This is an optimization exercise on Yosys and OpenROAD, whose aim is small area, not a production implementation.
Only simulation tests tie the RTL to the original design; equivalence was not proved.
Power figures rest on the tool's default switching activity, not on a simulated workload.

--- flow/flow/run.sh ---
#!/bin/bash
# The standard layout (standard.sh, synthesis unchanged) with three changes:
# port buffers are buf_1 cells; CTS clusters up to 25 sinks within 100 um
# per leaf buffer and inserts no dummy loads; the constant outputs keep the
# synthesis's tie cell instead of one tie cell each.
set -euo pipefail
bash standard.sh \
  'BUFFER_PORTS_ARGS=-buffer_cell sky130_fd_sc_hd__buf_1' \
  'CTS_ARGS=-sink_clustering_enable -repair_clock_nets -sink_clustering_size 25 -sink_clustering_max_diameter 100 -dont_use_dummy_load' \
  'SKIP_REPAIR_TIE_FANOUT=1' \
  finish > standard_flow.log 2>&1
--- flow/standard.sh ---
#!/bin/bash
# synth_recipe.tcl (not shown) runs the flow's synth.tcl, then flattens the netlist and writes it again
# the make line also repeats each setting of config.mk as NAME=value (left out here)
make -C /OpenROAD-flow-scripts/flow DESIGN_CONFIG=/design/flow/config.mk WORK_HOME=/design/flow/orfs CLKGATE_MAP_FILE= SYNTH_SCRIPT=/design/flow/synth_recipe.tcl "${@:-finish}"
--- flow/config.mk ---
export PLATFORM = sky130hd
export DESIGN_NAME = ppm_core
export DESIGN_NICKNAME = ppm_core
export VERILOG_FILES = /design/flow/design.v
export SDC_FILE = /design/flow/constraint.sdc
export NUM_CORES = 4
export LEC_CHECK = 0
export CAP_MARGIN = 20
export CORE_MARGIN = 2
export CORE_UTILIZATION = 40
export SLEW_MARGIN = 20
--- flow/constraint.sdc ---
create_clock -name core_clock -period 20.0 [get_ports {clk}]
set_input_delay 4.0000 -clock core_clock [delete_from_list [all_inputs] [get_ports {clk}]]
set_output_delay 4.0000 -clock core_clock [all_outputs]
set_load 0.01 [all_outputs]
--- flow/design.v ---
module ppm_dec #(
    parameter integer CPU      = 10,    
    parameter integer Q_IN_CAP = 4,     
    parameter integer Q_OUT_CAP = 4     
) (
    input  wire         clk,
    input  wire         rst,           
    input  wire         pin,           
    input  wire         ready_set,     
    input  wire         kick_set,      
    input  wire         msg_valid,     
    input  wire [31:0]  msg_src,
    output wire         msg_ready,
    output wire         out_valid,     
    output wire [31:0]  out_dst,
    output wire [191:0] out_data,
    input  wire         out_pop,
    output reg          malformed
);
    reg        run;               
    reg        ready;
    reg [3:0]  r;                 
    reg [10:0] q;                 
    reg        kick;
    reg        last;
    reg [3:0]  idx;
    reg [119:0] frame;            
    reg [31:0] in_src;            
    reg [2:0]  in_cnt;
    reg [31:0]  hd_dst;
    reg [119:0] hd_data;
    reg [31:0]  bq_dst  [0:2];
    reg [119:0] bq_data [0:2];
    reg [2:0]   bq_rd;            
    reg [2:0]   out_cnt;
    wire [3:0]  idx_w   = (idx >= 4'd12) ? 4'd0 : idx;    
    wire        rise    = ~last &  pin;
    wire        fall    =  last & ~pin;
    wire        r_nz    = (r != 4'd0);
    wire        e_gap   = (q > 11'd2020) | ((q == 11'd2020) & r_nz);
    wire        e_long  = (q > 11'd620)  | ((q == 11'd620)  & r_nz);
    wire        is_gap  = rise & e_gap;
    wire        is_chan = rise & ~e_gap;
    wire        is_long = fall & e_long;
    wire        edge_seen = rise | fall;
    wire [9:0]  width_w = (q < 11'd1000) ? 10'd1000 :
                          (q > 11'd2000) ? 10'd976  : q[9:0];
    wire        service  = run & kick;
    wire [9:0]   st_w = rst ? 10'd1000 : width_w;
    wire [119:0] frame_nx;
    genvar g;
    generate
        for (g = 0; g < 12; g = g + 1) begin : g_pack
            wire st = rst | (run & is_chan & (idx_w == g));
            assign frame_nx[10*g +: 10] =
                ({10{st}} & st_w) | ({10{~st}} & frame[10*g +: 10]);
        end
    endgenerate
    wire push_reply = service && (out_cnt != 3'd4);
    wire pop_reply  = out_pop && (out_cnt != 3'd0);
    wire       cnt0 = (out_cnt == 3'd0);
    wire       cnt1 = (out_cnt == 3'd1);
    wire [2:0] bq_wr = cnt1                   ? bq_rd :
                       (out_cnt == 3'd2)      ? {bq_rd[1:0], bq_rd[2]} :
                                                {bq_rd[0], bq_rd[2:1]};
    wire       hd_new  = push_reply & (cnt0 | (cnt1 & pop_reply));
    wire       hd_next = pop_reply & ~cnt1;
    wire       hd_keep = ~(hd_new | hd_next);
    wire [2:0] bq_sel  = bq_rd & {3{hd_next}};
    wire       hd_ld   = hd_new;
    wire [31:0]  hd_dst_d  = ({32{hd_ld}} & in_src) |
                             ({32{bq_sel[0]}} & bq_dst[0]) |
                             ({32{bq_sel[1]}} & bq_dst[1]) |
                             ({32{bq_sel[2]}} & bq_dst[2]) |
                             ({32{hd_keep}} & hd_dst);
    wire [119:0] hd_data_d = ({120{hd_ld}} & frame_nx) |
                             ({120{bq_sel[0]}} & bq_data[0]) |
                             ({120{bq_sel[1]}} & bq_data[1]) |
                             ({120{bq_sel[2]}} & bq_data[2]) |
                             ({120{hd_keep}} & hd_data);
    assign msg_ready = (in_cnt != 3'd4);
    assign out_valid = (out_cnt != 3'd0);
    assign out_dst   = hd_dst;
    wire [119:0] head_w = hd_data;
    generate
        for (g = 0; g < 12; g = g + 1) begin : g_out
            wire [9:0] w = head_w[10*g +: 10];
            assign out_data[16*g +: 16] =
                {5'd0, ~(w[9:5] == 5'b11111 && w[4:3] != 2'b00), w};
        end
    endgenerate
    wire       accept_msg  = msg_valid && msg_ready;
    wire [2:0] in_cnt_left = service ? 3'd0 : in_cnt;
    always @(posedge clk)
        frame <= frame_nx;
    always @(posedge clk) begin
        hd_dst  <= hd_dst_d;
        hd_data <= hd_data_d;
    end
    integer k;
    always @(posedge clk)
        for (k = 0; k < 3; k = k + 1)
            if (push_reply && !hd_new && bq_wr[k]) begin
                bq_dst[k]  <= in_src;
                bq_data[k] <= frame_nx;
            end
    integer i;
    always @(posedge clk) begin
        if (rst) begin
            run       <= 1'b0;
            ready     <= 1'b0;
            r         <= 4'd0;
            q         <= 11'd300;
            kick      <= 1'b0;
            last      <= 1'b0;
            idx       <= 4'd0;
            in_src    <= 32'd0;
            malformed <= 1'b0;
            in_cnt    <= 3'd0;
            bq_rd     <= 3'b001;
            out_cnt   <= 3'd0;
        end else begin
            malformed <= 1'b0;
            if (!run) begin
                if (ready) begin
                    run <= 1'b1;
                    r   <= 4'd0;
                    q   <= 11'd300;
                end
            end else begin
                if (is_gap)
                    idx <= 4'd0;
                else if (is_chan)
                    idx <= idx_w + 4'd1;
                else
                    idx <= idx_w;
                if (is_long)
                    malformed <= 1'b1;
                last <= pin;
                if (service)
                    kick <= 1'b0;
                if (edge_seen) begin
                    r <= 4'd1;
                    q <= 11'd300;
                end else if (r == 4'd9) begin
                    r <= 4'd0;
                    if (q != 11'h7FF)
                        q <= q + 11'd1;
                end else
                    r <= r + 4'd1;
            end
            if (ready_set)
                ready <= 1'b1;
            if (kick_set)
                kick <= 1'b1;
            if (accept_msg)
                in_src <= msg_src;
            in_cnt <= in_cnt_left + {2'b00, accept_msg};
            if (hd_next)
                bq_rd <= {bq_rd[1:0], bq_rd[2]};
            out_cnt <= out_cnt + {2'b00, push_reply} - {2'b00, pop_reply};
        end
    end
endmodule
module ppm_enc #(
    parameter integer CPU      = 10,    
    parameter integer Q_IN_CAP = 4      
) (
    input  wire         clk,
    input  wire         rst,           
    input  wire         ready_set,     
    input  wire         kick_set,      
    input  wire         msg_valid,     
    input  wire [8:0]   msg_len,
    input  wire [191:0] msg_data,
    output wire         msg_ready,
    output wire         ppm_out
);
    reg        run;               
    reg        ready;
    reg        kick;
    reg        level;
    reg [3:0]  idx;
    reg        phase;             
    reg [3:0]  fr;                
    reg [14:0] fq;                
    reg        fpast;             
    reg        first;             
    localparam [14:0] F0     = 15'h0001;    
    localparam [14:0] F22500 = 15'h3538;    
    reg [10:0] c;
    reg [9:0]  frame [0:11];      
    reg        fdef;              
    reg [9:0]  upd [0:11];        
    reg        upd_v;
    reg [2:0]  in_cnt;
    assign ppm_out = level;
    wire        wait_pad = ~level & (idx == 4'd0);
    wire        fq_eq    = (fq == F22500);
    wire        f_end    = first | fq_eq | fpast;
    wire        on_phase = phase ? (fr == 4'd9) : (fr == 4'd0);
    wire        hit      = wait_pad ? f_end : (on_phase & (c == 11'd301));
    reg  [9:0]  ch_w;
    integer k;
    always @* begin
        ch_w = fdef ? 10'd1000 : 10'd0;
        for (k = 0; k < 12; k = k + 1)
            ch_w = ch_w | ({10{~fdef && idx == k}} & frame[k]);
    end
    wire        ch_top = (ch_w[9:6] == 4'b1111);
    wire        ch_lo  = ch_top & (ch_w[5:3] == 3'b100);    
    wire        ch_hi  = ch_top & (ch_w[5:3] == 3'b011);    
    wire [10:0] ch_v   = ch_lo ? 11'd1000 :
                         ch_hi ? 11'd2000 :
                         {~(ch_top && ch_w[5] && ch_w[4:3] != 2'b00), ch_w};
    wire service = run & kick;
    assign msg_ready = (in_cnt != 3'd4);
    wire       accept_msg  = msg_valid && msg_ready;
    wire       accept_upd  = accept_msg && (msg_len == 9'd24);
    wire [2:0] in_cnt_left = service ? 3'd0 : in_cnt;
    wire [9:0] msg_w [0:11];
    genvar g;
    generate
        for (g = 0; g < 12; g = g + 1) begin : g_clamp
            wire [15:0] v = msg_data[16*g +: 16];
            wire under = (v < 16'd1000);
            wire over  = (v > 16'd2000);
            assign msg_w[g] = {v[9:6] | {4{under | over}},
                               under | (v[5] & ~over),
                               over  | (v[4] & ~under),
                               over  | (v[3] & ~under),
                               v[2:0]};
        end
    endgenerate
    integer j;
    always @(posedge clk)
        for (j = 0; j < 12; j = j + 1)
            upd[j] <= ({10{accept_upd}} & msg_w[j]) | ({10{~accept_upd}} & upd[j]);
    integer i;
    always @(posedge clk)
        if (service && upd_v)    
            for (i = 0; i < 12; i = i + 1)
                frame[i] <= upd[i];
    always @(posedge clk) begin
            if (fr == 4'd9) begin
                fr <= 4'd0;
                fq <= {fq[13:0], fq[14] ^ fq[13]};
                if (fq_eq)
                    fpast <= 1'b1;
            end else
                fr <= fr + 4'd1;
            if (hit) begin
                if (!level) begin
                    c <= 11'd600;
                    if (idx == 4'd0) begin
                        phase <= ~first & (fpast | ~(fq_eq && fr == 4'd0));
                        fr    <= 4'd1;
                        fq    <= F0;
                        fpast <= 1'b0;
                    end
                end else begin
                    c <= ch_v;
                end
            end else if (on_phase) begin
                c <= c - 11'd1;
            end
        end
    always @(posedge clk) begin
        if (rst) begin
            run      <= 1'b0;
            ready    <= 1'b0;
            kick     <= 1'b0;
            level    <= 1'b0;
            idx      <= 4'd0;
            first    <= 1'b1;
            upd_v    <= 1'b0;
            in_cnt   <= 3'd0;
            fdef     <= 1'b1;
        end else begin
            if (!run) begin
                if (ready)
                    run <= 1'b1;
            end else begin
                if (hit) begin
                    level <= ~level;
                    if (!level) begin
                        if (idx == 4'd0)
                            first <= 1'b0;
                    end else if (idx == 4'd12) begin
                        idx <= 4'd0;
                    end else begin
                        idx <= idx + 4'd1;
                    end
                end
                if (service) begin
                    kick <= 1'b0;
                    if (upd_v)
                        fdef <= 1'b0;
                end
            end
            if (ready_set)
                ready <= 1'b1;
            if (kick_set)
                kick <= 1'b1;
            if (service || accept_upd)
                upd_v <= accept_upd;
            in_cnt <= in_cnt_left + {2'b00, accept_msg};
        end
    end
endmodule
module ppm_core (
    input  wire         clk,
    input  wire         rst,             
    input  wire         dec_reset,       
    input  wire         dec_ready,       
    input  wire         dec_kick,        
    input  wire         ppm_in,          
    input  wire         dec_msg_valid,   
    input  wire [31:0]  dec_msg_src,
    output wire         dec_msg_ready,
    output wire         dec_out_valid,   
    output wire [31:0]  dec_out_dst,
    output wire [191:0] dec_out_data,
    input  wire         dec_out_pop,
    output wire         dec_malformed,
    input  wire         enc_reset,       
    input  wire         enc_ready,       
    input  wire         enc_kick,        
    input  wire         enc_msg_valid,   
    input  wire [8:0]   enc_msg_len,
    input  wire [191:0] enc_msg_data,
    output wire         enc_msg_ready,
    output wire         ppm_out          
);
    localparam integer CPU = 10;         
    ppm_dec #(.CPU(CPU), .Q_IN_CAP(4), .Q_OUT_CAP(4)) u_dec (
        .clk       (clk),
        .rst       (rst | dec_reset),
        .pin       (ppm_in),
        .ready_set (dec_ready),
        .kick_set  (dec_kick),
        .msg_valid (dec_msg_valid),
        .msg_src   (dec_msg_src),
        .msg_ready (dec_msg_ready),
        .out_valid (dec_out_valid),
        .out_dst   (dec_out_dst),
        .out_data  (dec_out_data),
        .out_pop   (dec_out_pop),
        .malformed (dec_malformed)
    );
    ppm_enc #(.CPU(CPU), .Q_IN_CAP(4)) u_enc (
        .clk       (clk),
        .rst       (rst | enc_reset),
        .ready_set (enc_ready),
        .kick_set  (enc_kick),
        .msg_valid (enc_msg_valid),
        .msg_len   (enc_msg_len),
        .msg_data  (enc_msg_data),
        .msg_ready (enc_msg_ready),
        .ppm_out   (ppm_out)
    );
endmodule
==> results of run 1 <==
-- worst max-delay path by stage --
stage / start / end / slack, ns / cells after the start
6_report: rst / u_dec.hd_data[17] / 13.65 / 6
5_1_grt: dec_out_pop / u_dec.hd_data[93] / 13.40 / 7
4_1_cts: dec_out_pop / u_dec.hd_data[90] / 13.65 / 6
3_5_place_dp: dec_out_pop / u_dec.hd_data[90] / 12.94 / 6
3_3_place_gp: dec_out_pop / u_dec.hd_data[90] / 13.01 / 6
2_1_floorplan: enc_msg_len[8] / register / 3.32 / 3
-- layout by cell type (no fill, tap or decap), types with 51 or more instances in the layout --
cell                       instances
sky130_fd_sc_hd__a21oi_1         140
sky130_fd_sc_hd__a221o_1          78
sky130_fd_sc_hd__a222oi_1         53
sky130_fd_sc_hd__a22oi_1          99
sky130_fd_sc_hd__buf_1           413
sky130_fd_sc_hd__dfxtp_1         371
sky130_fd_sc_hd__edfxtp_1        708
sky130_fd_sc_hd__inv_1            62
sky130_fd_sc_hd__mux2i_1          56
sky130_fd_sc_hd__nand2_1         398
sky130_fd_sc_hd__nand3_1          90
sky130_fd_sc_hd__nor2_1          147
sky130_fd_sc_hd__o21ai_0         115
sky130_fd_sc_hd__or2_2            51
-- layer usage --
metal | track usage, % | vias to the layer above | routed length (µm)
li1 | - | 11922 | -
met5 | 0 | - | 0
met1 | 26.57 | 12648 | 44580
met3 | 3.262 | 113 | 6745
met2 | 30.00 | 790 | 47810
met4 | 6.016 | 0 | 2801
-- per-stage QoR --
stage,setup slack [ns],hold WS (ns),instances,power [µW]
3_5_place_dp,12.94,0.4045,4636,2842
3_3_place_gp,13.01,0.4002,4636,2838
6_report,13.65,0.4089,4690,3889
5_1_grt,13.40,0.4139,4688,4028
4_1_cts,13.65,0.4006,4686,3921
2_1_floorplan,3.321,0.4003,3048,2682
-- power by group through the flow --
| stage | combinational, µW | sequential [µW] | clock (µW) |
|---|---|---|---|
| after CTS | 268 | 2520 | 1130 |
| after detailed placement | 267 | 2580 | 0 |
| final | 262 | 2530 | 1100 |
| after floorplan | 118 | 2560 | 0 |
| after global placement | 263 | 2580 | 0 |
| after global routing | 293 | 2530 | 1200 |
-- area by class of cell --
cell class                 count  share of cell area (%)
sequential                  1079                   64.42
multi-input combinational   1689                   24.26
timing repair buffer         450                   4.150
tap                         1357                   3.813
clock buffer                  50                   2.810
inverter                      62                  0.5226
antenna                        3                 0.01686
-- cell families after synthesis --
family,count (synthesis),share of synthesized area (%)
flops,1079,70.50
simple gates,890,10.68
compound gates,639,11.31
buf+inv,280,3.204
mux,106,2.881
fa+ha+maj,28,0.8794
xor+xnor,25,0.5381
other cells,1,0.009215
-- worst reg2reg max path, cell delays in order, from the launching register on --
cell	delay (ns)
sky130_fd_sc_hd__dfxtp_1	0.76
sky130_fd_sc_hd__nand2_1	0.31
sky130_fd_sc_hd__a21oi_1	0.25
sky130_fd_sc_hd__o31ai_1	0.24
sky130_fd_sc_hd__a211oi_4	0.24
sky130_fd_sc_hd__buf_4	0.74
sky130_fd_sc_hd__buf_4	0.91
==> implementation parameters, run 1 <==
Parameter                              Value

Floorplan
  Chip height ... 323.0 µm
  Floorplan row count ... 116
  Starting Density ... 40.52%
  Total die area ... 0.1043 mm²
  Placeable core region ... 0.1004 mm²
  Die X-Extent ... 323.0 µm
  Number of primary I/O pins ... 474

STA
  Transition at the pin with the smallest max-transition slack ... 1.128 ns
  Maximum clock rate ... 0.1574 GHz
  Worst clock skew on the final layout ... 0.09135 ns
  Max-slew violations ... 0
  Part of the cycle the worst path needs ... 31.76%
  Shortest period the worst path allows ... 6.353 ns
  Normalized max-slew margin ... 24.78%
  Setup TNS Final ... 0 ns
  Number of failing setup endpoints in the final timing report ... 0
  Final count of hold timing violations ... 0
  Setup repair after global routing missed its margin ... no

Layout
  Layout-stage area growth over the synthesis result ... 9.427%
  Final Util ... 44.34%
  Layout cell share with drive strength beyond 1 ... 6.757%
  Fill cell instance count of the final layout ... 9196
  Area occupied by registers ... 0.02869 mm²
  Area of all placed cells without fillers ... 0.04453 mm²
  Area occupied by multi-input gates ... 0.01080 mm²
  Total number of nets in the final design ... 3605

Power and ir drop
  Clock Power Share ... 28.3%
  PwrDens ... 87.34 mW/mm²
  Pint ... 2985 µW
  Standby leakage power ... 0.01484 µW
  Sequential share of power ... 64.9%
  Combinational Power Share ... 6.7%
  Highest ir drop seen on vdd ... 0.00006897 V
  Net switching fraction of the power ... 23.24%
  Switching Power ... 904.0 µW

CTS
  TritonCTS clock tree ... built
  Count of hold-fix buffers inserted at cts ... 0
  CTS Sinks ... 1079
  Maximum number of buffers from clock root to sink ... 3
  Clock latency reported for the late side of the worst-skew pair ... 0.69 ns
  CTS-repair resized insts ... 0
  Root buffer cell ... sky130_fd_sc_hd__clkbuf_16
  Deepest level of the CTS H-tree ... 2
  Post-CTS setup-driven buffer insertion count ... 0
  Num CTS Buffers ... 50
  CTS clk-pin slew, worst paths ... 0.10 ns

Setup path
  Count of buffer and inverter cells on the critical path ... 1
  Largest driver fanout on the critical path ... 50
  Worst Setup End Kind ... register
  CP max-delay cell ... sky130_fd_sc_hd__nor4_2
  Critical Path Source Type ... input pin
  Worst path required time ... 20.56 ns
  Slowest Stage Delay on Critical Path ... 0.73 ns
  Critical path arrival ... 6.92 ns
  Class of the most critical setup path ... in2reg
  Cell family contributing the most delay on the critical path ... simple AND/OR/NAND/NOR gates
  Number of cells traversed by the worst register-to-register path ... 6
  Endpoint of the lowest-slack register-to-register path ... u_dec.bq_data[0][34]
  Worst setup slack for register-to-register paths ... 16.10 ns
  Reg2Reg Launch Point ... u_dec.run
  Crit path cell chain ... buf_1, or2_4, nor4_2, nand2b_1, mux2_1, a221o_1

Drt
  Detailed-route wire length per cell ... 21.73 µm
  Total length of routed wires ... 101900 µm
  Iteration count of the initial detailed-routing pass ... 8
  Post-detailed-route DRC marker count ... 0
  Vias per std cell ... 5.431
  Total via count after detailed routing ... 25473
  Iteration-0 DRC count of the detailed router ... 2567
  Number of nets with antenna violations after detailed routing ... 0

Logic synthesis
  Net Count, Synth ... 3321
  Library cell with the largest summed area after synthesis ... sky130_fd_sc_hd__edfxtp_1
  Synth warnings ... 6
  Number of enable flip-flop cells after synthesis ... 708
  Synth Cell Area ... 0.04069 mm²
  Most used standard cell by instance count after synthesis ... sky130_fd_sc_hd__edfxtp_1
  Mean instance size in the synthesized netlist ... 13.35 µm²
  Number of synthesized register bits ... 1079
  Number of instances in the synthesized netlist ... 3048
  Most used flip-flop cell after synthesis ... sky130_fd_sc_hd__edfxtp_1
  Synth top area cells ... sky130_fd_sc_hd__edfxtp_1 (52%), sky130_fd_sc_hd__dfxtp_1 (18%), sky130_fd_sc_hd__nand2_1 (3.7%), sky130_fd_sc_hd__a221o_1 (1.9%), sky130_fd_sc_hd__a22oi_1 (1.8%)
  Portion of synthesized cell area occupied by the leading cell type ... 52.25%
  Sequential share of the synthesized area ... 70.50%
  Share of synthesized registers carrying an async set or reset ... 0%
  Number of distinct library cell variants in the gate-level netlist after synthesis ... 78
  Most used standard cells in the synthesized netlist ... sky130_fd_sc_hd__edfxtp_1 (708), sky130_fd_sc_hd__nand2_1 (398), sky130_fd_sc_hd__dfxtp_1 (371)

GRT
  Maximum number of pins on one net before global-route repair ... 79
  GRT Total Usage ... 18.95%
  Via count of the first global-routing pass ... 23636
  Global-route wire length before repair ... 150300 µm
  Congestion Overflow GR ... 0
  Antenna violations before repair ... 4

Place
  HPWL reported at the end of detailed placement ... 65280 µm
  Port buffer count ... 413
  RePlAce Congestion ... 0.8460
  Placed cell areas ... 0.04324 mm²

Worst hold path
  Hold-critical path endpoint ... u_enc.frame[9][9]
  Min-Delay Path Class ... reg2reg
  Number of cells on the worst hold path ... 0

Outcome
  Run status ... complete, no violations

Flow run
  Max-cap violations ... 0
==> inputs of run 2 (changes only) <==
--- a/flow/design.v
+++ b/flow/design.v
@@ -218,24 +218,26 @@
     wire       accept_msg  = msg_valid && msg_ready;
     wire       accept_upd  = accept_msg && (msg_len == 9'd24);
     wire [2:0] in_cnt_left = service ? 3'd0 : in_cnt;
-    wire [9:0] msg_w [0:11];
+    wire [9:0] upd_d [0:11];      
     genvar g;
     generate
         for (g = 0; g < 12; g = g + 1) begin : g_clamp
             wire [15:0] v = msg_data[16*g +: 16];
             wire under = (v < 16'd1000);
             wire over  = (v > 16'd2000);
-            assign msg_w[g] = {v[9:6] | {4{under | over}},
-                               under | (v[5] & ~over),
-                               over  | (v[4] & ~under),
-                               over  | (v[3] & ~under),
-                               v[2:0]};
+            wire a     = accept_upd;
+            wire [9:0] q = upd[g];
+            assign upd_d[g] = {({4{a}} & v[9:6]) | {4{a & (under | over)}} | ({4{~a}} & q[9:6]),
+                               (a & under) | (a & ~over & v[5])  | (~a & q[5]),
+                               (a & over)  | (a & ~under & v[4]) | (~a & q[4]),
+                               (a & over)  | (a & ~under & v[3]) | (~a & q[3]),
+                               ({3{a}} & v[2:0]) | ({3{~a}} & q[2:0])};
         end
     endgenerate
     integer j;
     always @(posedge clk)
         for (j = 0; j < 12; j = j + 1)
-            upd[j] <= ({10{accept_upd}} & msg_w[j]) | ({10{~accept_upd}} & upd[j]);
+            upd[j] <= upd_d[j];
     integer i;
     always @(posedge clk)
         if (service && upd_v)    
==> run 2 against run 1 <==
Clock power is essentially flat. Worst setup slack got worse by 0.22 ns. Count of clock-buffer cells in the layout up 2. Core utilization down 0.11 points. Global-route usage increased by 1.2 points. Cell count is 3.7% higher. Cell area decreased by 0.53%. Synthesized cell count increased by 7.8%. Combinational power rose by 15%. Sequential share of layout area down 1.6 points. Critical path type unchanged. Highest routed layer is now met5.
==> implementation parameters, run 2 <==
Parameter                              Value

Outcome
  Run status ... complete, no violations

Floorplan
  Starting Density ... 40.40% (-0.12 points)
  Placeable core region ... 0.1001 mm² (-0.29%)
  Chip height ... 322.0 µm (-0.29%)
  Number of primary I/O pins ... 474 (unchanged)
  Die X-Extent ... 322.0 µm (-0.29%)
  Total die area ... 0.1037 mm² (-0.57%)
  Floorplan row count ... 116 (unchanged)

Drt
  Total length of routed wires ... 107700 µm (+5.7%)
  Number of nets with antenna violations after detailed routing ... 0 (unchanged)
  Vias per std cell ... 5.412 (-0.35%)
  Iteration-0 DRC count of the detailed router ... 1964 (-23%)
  Post-detailed-route DRC marker count ... 0 (unchanged)
  Detailed-route wire length per cell ... 22.16 µm (+2.0%)
  Iteration count of the initial detailed-routing pass ... 5 (-3)
  Total via count after detailed routing ... 26315 (+3.3%)

Layout
  Total number of nets in the final design ... 3831 (+6.3%)
  Most common cell after layout, fill and taps aside ... sky130_fd_sc_hd__edfxtp_1
  Layout cell share with drive strength beyond 1 ... 5.681% (-1.1 points)
  Layout-stage area growth over the synthesis result ... 9.485% (about the same)
  Register ranked first by flip-flop count ... u_dec.bq_data
  Largest register FFs ... 360
  Commonest cells after routing, fill and taps aside ... sky130_fd_sc_hd__edfxtp_1 (624), sky130_fd_sc_hd__nand2_1 (560), sky130_fd_sc_hd__dfxtp_1 (455)
  Final Util ... 44.23% (-0.11 points)

Place
  Port buffer count ... 413 (unchanged)
  RePlAce Congestion ... 0.9148 (+8.1%)
  HPWL reported at the end of detailed placement ... 69090 µm (+5.8%)

Setup path
  CP max-delay cell ... sky130_fd_sc_hd__buf_4
  Endpoint of the lowest-slack register-to-register path ... u_dec.hd_data[23]
  Number of cells on the critical path ... 8 (+2)
  Worst Setup End Kind ... register
  Critical Path Source Type ... input pin
  Worst setup startpoint ... dec_out_pop
  Worst path required time ... 20.58 ns (+0.02 ns)
  Crit path cell chain ... buf_1, nor2b_1, and2_4, buf_4, buf_4, a22o_1, a21oi_1, a2bb2oi_1
  Cell family contributing the most delay on the critical path ... buffers and inverters
  Worst setup path endpoint ... u_dec.hd_data[23]
  Most prevalent standard cell on the critical path ... sky130_fd_sc_hd__buf_4
  Largest driver fanout on the critical path ... 64 (+28%)
  Reg2Reg Launch Point ... u_dec.out_cnt[1]
  Number of cells traversed by the worst register-to-register path ... 8 (+2)
  Worst setup slack for register-to-register paths ... 16.37 ns (+0.27 ns)
  Critical path arrival ... 7.16 ns (+0.24 ns)
  Count of buffer and inverter cells on the critical path ... 3 (+2)
  Class of the most critical setup path ... in2reg
  Slowest Stage Delay on Critical Path ... 0.79 ns (+0.06 ns)

Power and ir drop
  Clock Power Share ... 28.4% (about the same)
  Sequential share of power ... 64.0% (-0.9 points)
  PwrDens ... 89.42 mW/mm² (+2.4%)
  Combinational Power Share ... 7.6% (+0.9 points)
  Standby leakage power ... 0.01491 µW (+0.48%)
  Net switching fraction of the power ... 23.85% (+0.60 points)
  Pint ... 3016 µW (+1.0%)
  Highest ir drop seen on vdd ... 0.00007255 V (+5.2%)
  Switching Power ... 944.5 µW (+4.5%)

GRT
  Global-route wire length before repair ... 158500 µm (+5.5%)
  Maximum number of pins on one net before global-route repair ... 153 (+94%)
  Via count of the first global-routing pass ... 24587 (+4.0%)
  Congestion Overflow GR ... 0 (unchanged)
  GRT Total Usage ... 20.19% (+1.2 points)
  Antenna violations before repair ... 12 (+8)

STA
  Final count of hold timing violations ... 0 (unchanged)
  Worst clock skew on the final layout ... 0.07548 ns (-0.01588 ns)
  Maximum clock rate ... 0.1521 GHz (-3.4%)
  Transition at the pin with the smallest max-transition slack ... 1.120 ns (-0.007928 ns)
  Normalized max-slew margin ... 25.23% (+0.45 points)
  Setup repair after global routing missed its margin ... no
  Part of the cycle the worst path needs ... 32.87% (+1.1 points)
  Shortest period the worst path allows ... 6.575 ns (+0.2220 ns)
  Number of failing setup endpoints in the final timing report ... 0 (unchanged)
  Max-slew violations ... 0 (unchanged)
  Setup TNS Final ... 0 ns (unchanged)

Logic synthesis
  Net Count, Synth ... 3560 (+7.2%)
  Share of synthesized registers carrying an async set or reset ... 0% (unchanged)
  Number of synthesized register bits ... 1079 (unchanged)
  Synth warnings ... 6 (unchanged)
  Most used flip-flop cell after synthesis ... sky130_fd_sc_hd__edfxtp_1
  Synth top area cells ... sky130_fd_sc_hd__edfxtp_1 (46%), sky130_fd_sc_hd__dfxtp_1 (23%), sky130_fd_sc_hd__nand2_1 (5.2%), sky130_fd_sc_hd__a22oi_1 (3.1%), sky130_fd_sc_hd__a21oi_1 (2.7%)
  Number of instances in the synthesized netlist ... 3287 (+7.8%)
  Most used standard cells in the synthesized netlist ... sky130_fd_sc_hd__edfxtp_1 (624), sky130_fd_sc_hd__nand2_1 (560), sky130_fd_sc_hd__dfxtp_1 (455)
  Number of distinct library cell variants in the gate-level netlist after synthesis ... 84 (+7.7%)
  Mean instance size in the synthesized netlist ... 12.31 µm² (-7.8%)
  Most used standard cell by instance count after synthesis ... sky130_fd_sc_hd__edfxtp_1
  Number of enable flip-flop cells after synthesis ... 624 (-12%)
  Portion of synthesized cell area occupied by the leading cell type ... 46.32% (-5.9 points)
  Library cell with the largest summed area after synthesis ... sky130_fd_sc_hd__edfxtp_1
  Synth Cell Area ... 0.04046 mm² (-0.58%)
  Sequential share of the synthesized area ... 68.83% (-1.7 points)

Flow run
  Max-cap violations ... 0 (unchanged)

CTS
  Count of hold-fix buffers inserted at cts ... 0 (unchanged)
  CTS clk-pin slew, worst paths ... 0.09 ns (about the same)
  TritonCTS clock tree ... built
  Num CTS Buffers ... 52 (+4.0%)
  Post-CTS setup-driven buffer insertion count ... 0 (unchanged)
  CTS-repair resized insts ... 0 (unchanged)
  CTS Sinks ... 1079 (unchanged)
  Clock latency reported for the late side of the worst-skew pair ... 0.68 ns (about the same)
  Root buffer cell ... sky130_fd_sc_hd__clkbuf_16
  Maximum number of buffers from clock root to sink ... 3 (unchanged)
  Deepest level of the CTS H-tree ... 2 (unchanged)

Worst hold path
  Hold Path Origin ... u_enc.upd[7][3]
  Min-Delay Path Class ... reg2reg
-- run 2: cell type report --
cell class / instances / area [µm²]
diodes: 8 / 20.02
clock buffers: 52 / 1301
fillers: 9311 / 55850
inverters: 43 / 161.4
multi-input cells: 1921 / 11390
flip-flops and latches: 1079 / 27850
well taps: 1298 / 1624
repair buffers: 461 / 1948
-- run 2: through the flow --
step                hold WS (ns)  area [µm²]  setup WS (ns)  instances  power (µW)
global route              0.4300       44300          13.20       4862        4109
finish                    0.4182       44300          13.43       4862        3961
CTS                       0.4248       44270          13.41       4854        4005
floorplan                 0.4003       40460          3.781       3287        2713
detailed placement        0.4045       42970          12.70       4802        2893
global placement          0.4004       42970          12.73       4802        2888
-- run 2: logic make-up (layout without fill, tap and decap cells) --
family                   after synthesis  count (layout)  share of synthesized area (%)
AND/OR/NAND/NOR                     1127            1127                          13.11
other                                  1               9                       0.009269
adder cells (fa/ha/maj)               28              28                         0.8845
multiplexers                          78              78                          2.146
flip-flops                          1079            1079                          68.83
AO/OA/AOI/OAI                        664             664                          11.13
XOR/XNOR                              23              23                         0.4979
buffers and inverters                287             556                          3.393
-- run 2: worst register-to-register path, cell delays in order (launching register included) --
cell and delay, ns:
sky130_fd_sc_hd__dfxtp_1 0.52, sky130_fd_sc_hd__nor2_1 0.17, sky130_fd_sc_hd__nor2b_1 0.37, sky130_fd_sc_hd__and2_4 0.59
sky130_fd_sc_hd__buf_4 0.63, sky130_fd_sc_hd__buf_4 0.79, sky130_fd_sc_hd__a22o_1 0.31, sky130_fd_sc_hd__a21oi_1 0.04
sky130_fd_sc_hd__a2bb2oi_1 0.18
-- run 2: power by group through the flow --
| stage | Sequential [µW] | Combinational [µW] | Clock (µW) |
|---|---|---|---|
| 2_1_floorplan | 2580 | 136 | 0 |
| 3_3_place_gp | 2590 | 302 | 0 |
| 4_1_cts | 2540 | 308 | 1160 |
| 6_report | 2530 | 302 | 1130 |
| 5_1_grt | 2550 | 333 | 1230 |
| 3_5_place_dp | 2590 | 307 | 0 |
-- run 2: worst min-delay path by stage --
stage                                    end  slack [ns]  cells past startpoint
after floorplan            u_enc.frame[0][0]        0.40                      0
after global placement     u_enc.frame[2][0]        0.40                      0
after detailed placement  u_enc.frame[10][1]        0.40                      0
after CTS                  u_enc.frame[7][3]        0.42                      0
after global routing       u_enc.frame[7][1]        0.43                      0
final                      u_enc.frame[7][3]        0.42                      0
-- run 2: layer usage --
layer / global-route usage [%] / wire (µm) / up-vias / share of wire (%)
li1: - / - / 12556 / -
met1: 26.19 / 45070 / 12773 / 42
met2: 34.36 / 52680 / 840 / 49
met3: 3.295 / 6427 / 140 / 6.0
met4: 6.708 / 3521 / 6 / 3.3
met5: 0 / 41 / - / 0.038
==> inputs of run 3 (changes only) <==
==> flow/flow/run.sh (replaced) <==
#!/bin/bash
# The standard layout (standard.sh, synthesis unchanged) with three changes:
# port buffers are buf_1 cells; CTS clusters up to 28 sinks within 100 um
# per leaf buffer and inserts no dummy loads; the constant outputs keep the
# synthesis's tie cell instead of one tie cell each.
set -euo pipefail
bash standard.sh \
  'BUFFER_PORTS_ARGS=-buffer_cell sky130_fd_sc_hd__buf_1' \
  'CTS_ARGS=-sink_clustering_enable -repair_clock_nets -sink_clustering_size 28 -sink_clustering_max_diameter 100 -dont_use_dummy_load' \
  'SKIP_REPAIR_TIE_FANOUT=1' \
  finish > standard_flow.log 2>&1
==> run 3 against run 2 <==
Clock power down 4%. Clock skew fell by 0.00095 ns. Core utilization decreased by 0.089 points. Sequential power barely moved. Non-clock buffer count is the same.
==> implementation parameters, run 3 <==
Parameter                              Value

Outcome
  Run status ... complete, no violations

Layout
  Count of non-filler cells in the finished layout ... 4859 (-0.062%)
  Commonest cells after routing, fill and taps aside ... sky130_fd_sc_hd__edfxtp_1 (624), sky130_fd_sc_hd__nand2_1 (560), sky130_fd_sc_hd__dfxtp_1 (455)
  Largest register FFs ... 360 (unchanged)
  Register ranked first by flip-flop count ... u_dec.bq_data
  Total number of nets in the final design ... 3827 (-0.10%)
  Area of all placed cells without fillers ... 0.04421 mm² (-0.20%)
  Layout-stage area growth over the synthesis result ... 9.265%
  Layout cell share with drive strength beyond 1 ... 5.574% (-0.11 points)
  Fill cell instance count of the final layout ... 9305 (-0.064%)
  Most common cell after layout, fill and taps aside ... sky130_fd_sc_hd__edfxtp_1

CTS
  Count of hold-fix buffers inserted at cts ... 0 (unchanged)
  TritonCTS clock tree ... built
  CTS-repair resized insts ... 0 (unchanged)
  Num CTS Buffers ... 48 (-7.7%)
  Deepest level of the CTS H-tree ... 2 (unchanged)
  Root buffer cell ... sky130_fd_sc_hd__clkbuf_16
  Post-CTS setup-driven buffer insertion count ... 0 (unchanged)
  CTS clk-pin slew, worst paths ... 0.10 ns (about the same)
  CTS Sinks ... 1079 (unchanged)
  Clock latency reported for the late side of the worst-skew pair ... 0.67 ns (about the same)
  Maximum number of buffers from clock root to sink ... 3 (unchanged)

STA
  Worst clock skew on the final layout ... 0.07453 ns (-0.0009489 ns)
  Part of the cycle the worst path needs ... 33.02% (+0.14 points)
  Maximum clock rate ... 0.1514 GHz (-0.43%)
  Number of failing setup endpoints in the final timing report ... 0 (unchanged)
  Setup repair after global routing missed its margin ... no
  Max-slew violations ... 0 (unchanged)
  Setup TNS Final ... 0 ns (unchanged)
  Worst hold slack ... 0.4037 ns (-0.01441 ns)
  Shortest period the worst path allows ... 6.603 ns (+0.02820 ns)
  Transition at the pin with the smallest max-transition slack ... 1.138 ns (+0.01778 ns)
  Normalized max-slew margin ... 24.12% (-1.1 points)
  Final count of hold timing violations ... 0 (unchanged)

Setup path
  Number of cells on the critical path ... 8 (unchanged)
  Reg2Reg Launch Point ... u_dec.out_cnt[1]
  Slowest Stage Delay on Critical Path ... 0.77 ns (-0.02 ns)
  Largest driver fanout on the critical path ... 64 (unchanged)
  Class of the most critical setup path ... in2reg
  Cell family contributing the most delay on the critical path ... buffers and inverters
  Worst path required time ... 20.58 ns (about the same)
  Critical path arrival ... 7.19 ns (+0.03 ns)
  CP max-delay cell ... sky130_fd_sc_hd__buf_4
  Crit path cell chain ... buf_1, nor2b_1, and2_4, buf_4, buf_4, a22o_1, a21oi_1, a2bb2oi_1
  Most prevalent standard cell on the critical path ... sky130_fd_sc_hd__buf_4
  Worst Setup End Kind ... register
  Critical Path Source Type ... input pin
  Endpoint of the lowest-slack register-to-register path ... u_dec.hd_data[23]
  Worst setup path endpoint ... u_dec.hd_data[23]
  Worst setup slack for register-to-register paths ... 16.35 ns (-0.02 ns)
  Worst setup startpoint ... dec_out_pop
  Count of buffer and inverter cells on the critical path ... 3 (unchanged)
  Number of cells traversed by the worst register-to-register path ... 8 (unchanged)

Logic synthesis
  Synth top area cells ... sky130_fd_sc_hd__edfxtp_1 (46%), sky130_fd_sc_hd__dfxtp_1 (23%), sky130_fd_sc_hd__nand2_1 (5.2%), sky130_fd_sc_hd__a22oi_1 (3.1%), sky130_fd_sc_hd__a21oi_1 (2.7%)
  Net Count, Synth ... 3560 (unchanged)
  Most used standard cells in the synthesized netlist ... sky130_fd_sc_hd__edfxtp_1 (624), sky130_fd_sc_hd__nand2_1 (560), sky130_fd_sc_hd__dfxtp_1 (455)
  Xor-xnor portion of the synthesized cell area ... 0.4979% (unchanged)
  Synth Cell Area ... 0.04046 mm² (unchanged)
  Share of synthesized registers carrying an async set or reset ... 0% (unchanged)
  Number of enable flip-flop cells after synthesis ... 624 (unchanged)
  Number of instances in the synthesized netlist ... 3287 (unchanged)
  Area share of and/or/nand/nor cells after synthesis ... 13.11% (unchanged)
  Synth warnings ... 6 (unchanged)
  Sequential share of the synthesized area ... 68.83% (unchanged)
  Mean instance size in the synthesized netlist ... 12.31 µm² (unchanged)
  Compound-cell area share of the yosys netlist ... 11.13% (unchanged)
  Number of distinct library cell variants in the gate-level netlist after synthesis ... 84 (unchanged)
  Synthesized-area fraction occupied by adder cells ... 0.8845% (unchanged)
  Most used standard cell by instance count after synthesis ... sky130_fd_sc_hd__edfxtp_1
  Multiplexer share of the synthesized area ... 2.146% (unchanged)
  Most used flip-flop cell after synthesis ... sky130_fd_sc_hd__edfxtp_1
  Main combinational cell family by area after synthesis ... simple AND/OR/NAND/NOR gates
  Library cell with the largest summed area after synthesis ... sky130_fd_sc_hd__edfxtp_1
  Portion of synthesized cell area occupied by the leading cell type ... 46.32% (unchanged)
  Number of synthesized register bits ... 1079 (unchanged)

Drt
  Vias per std cell ... 5.414 (about the same)
  Total via count after detailed routing ... 26306 (-0.034%)
  Number of nets with antenna violations after detailed routing ... 0 (unchanged)
  Total length of routed wires ... 107800 µm (about the same)
  Detailed-route wire length per cell ... 22.20 µm (+0.16%)
  Iteration-0 DRC count of the detailed router ... 2058 (+4.8%)
  Post-detailed-route DRC marker count ... 0 (unchanged)
  Iteration count of the initial detailed-routing pass ... 5 (unchanged)

Place
  Placed cell areas ... 0.04297 mm² (unchanged)
  # placed instances ... 4802 (unchanged)
  HPWL reported at the end of detailed placement ... 69090 µm (unchanged)
  RePlAce Congestion ... 0.9148 (unchanged)
  Port buffer count ... 413 (unchanged)

Power and ir drop
  Standby leakage power ... 0.01486 µW (-0.32%)
  Combinational Power Share ... 7.7% (about the same)
  Clock Power Share ... 27.7% (-0.7 points)
  Sequential share of power ... 64.6% (+0.6 points)
  PwrDens ... 88.76 mW/mm² (-0.73%)
  Switching Power ... 940.6 µW (-0.41%)
  Total Power Consumption ... 3924 µW (-0.93%)
  Highest ir drop seen on vdd ... 0.00006104 V (-16%)
  Net switching fraction of the power ... 23.97% (+0.13 points)
  Pint ... 2983 µW (-1.1%)

GRT
  Global-route wire length before repair ... 158100 µm (-0.26%)
  Maximum number of pins on one net before global-route repair ... 153 (unchanged)
  GRT Total Usage ... 20.15% (-0.039 points)
  Antenna violations before repair ... 12 (unchanged)
  Via count of the first global-routing pass ... 24503 (-0.34%)
  Congestion Overflow GR ... 0 (unchanged)

Worst hold path
  Min-Delay Path Class ... reg2reg
  Hold Path Origin ... u_enc.upd[7][3]

Flow run
  Max-cap violations ... 0 (unchanged)

Floorplan
  Chip height ... 322.0 µm (unchanged)
  Total die area ... 0.1037 mm² (unchanged)
  Starting Density ... 40.40% (unchanged)
  Die X-Extent ... 322.0 µm (unchanged)
  Number of primary I/O pins ... 474 (unchanged)
  Placeable core region ... 0.1001 mm² (unchanged)
  Floorplan row count ... 116 (unchanged)
-- run 3: cell count changes in the layout (fill, tap and decap cells not counted), sizes merged --
cell | before | now
clkbuf | 52 | 48
diode | 8 | 9
-- run 3: through the flow --
step / utilization, % / setup WS, ns
after CTS: 44.11 / 13.40
after global placement: 42.91 / 12.73
after global routing: 44.14 / 13.17
final: 44.14 / 13.40
after detailed placement: 42.91 / 12.70
after floorplan: - / 3.781
-- run 3: cell type report --
| class | count | area (µm²) | share of cell area, % |
|---|---|---|---|
| Multi-Input combinational cell | 1921 | 11400 | 25.79 |
| Sequential cell | 1079 | 27850 | 62.99 |
| Clock buffer | 48 | 1201 | 2.717 |
| Timing Repair Buffer | 461 | 1948 | 4.407 |
| Inverter | 43 | 161.4 | 0.3651 |
| Antenna cell | 9 | 22.52 | 0.05095 |
| Tap cell | 1298 | 1624 | 3.674 |
-- run 3: cell families (layout without fill, tap and decap cells) --
group           Yosys count  after routing
simple gates           1127           1127
xor+xnor                 23             23
other cells               1             10
mux                      78             78
flops                  1079           1079
buf+inv                 287            552
fa+ha+maj                28             28
compound gates          664            664
-- run 3: metal layers --
layer / vias up / wire, µm / track usage (%)
li1: 12532 / - / -
met1: 12810 / 45240 / 26.19
met2: 823 / 52720 / 34.22
met3: 137 / 6437 / 3.358
met4: 4 / 3428 / 6.615
met5: - / 27 / 0
-- run 3: worst min-delay path by stage --
stage,end,slack (ns),cells past startpoint
after global routing,u_enc.frame[7][3],0.43,0
final,u_enc.frame[7][3],0.40,0
after global placement,u_enc.frame[2][0],0.40,0
after detailed placement,u_enc.frame[10][1],0.40,0
after floorplan,u_enc.frame[0][0],0.40,0
after CTS,u_enc.frame[7][3],0.41,0
-- run 3: power by group through the flow --
stage | clock, µW | combinational [µW] | sequential (µW)
3_3_place_gp | 0 | 302 | 2590
3_5_place_dp | 0 | 307 | 2590
5_1_grt | 1190 | 334 | 2550
2_1_floorplan | 0 | 136 | 2580
4_1_cts | 1120 | 308 | 2540
6_report | 1090 | 302 | 2530

-- what the ideal ports hide --
The results above use ideal ports. As a check the final layouts listed here were re-extracted and re-timed, cells and wires unchanged.
Step 1 sets driving cells, clkbuf_16 on the clock port and buf_2 on the other inputs (assumed; they add their load-dependent delay and slew).
Step 2 times the ports against the registers' clock, not the clock port: input delays grow and output delays shrink by t, the midpoint of the rising clock arrivals with the driver on.
Slacks: no drivers / after step 1 / after step 2; pairs: no drivers / after step 1.
run | t, ns | setup WS [ns] | clock arrival spread, ns
run 1 | 0.707 | 13.647 / 13.647 / 12.940 | 0.097 / 0.097
run 2 | 0.707 | 13.425 / 13.374 / 12.667 | 0.075 / 0.076
run 3 | 0.697 | 13.397 / 13.346 / 12.650 | 0.075 / 0.075
After both steps setup and hold are still met in every run listed. The setup slack of run 2, which loses most, moves by -0.051 ns with the drivers and by -0.758 ns with both steps.
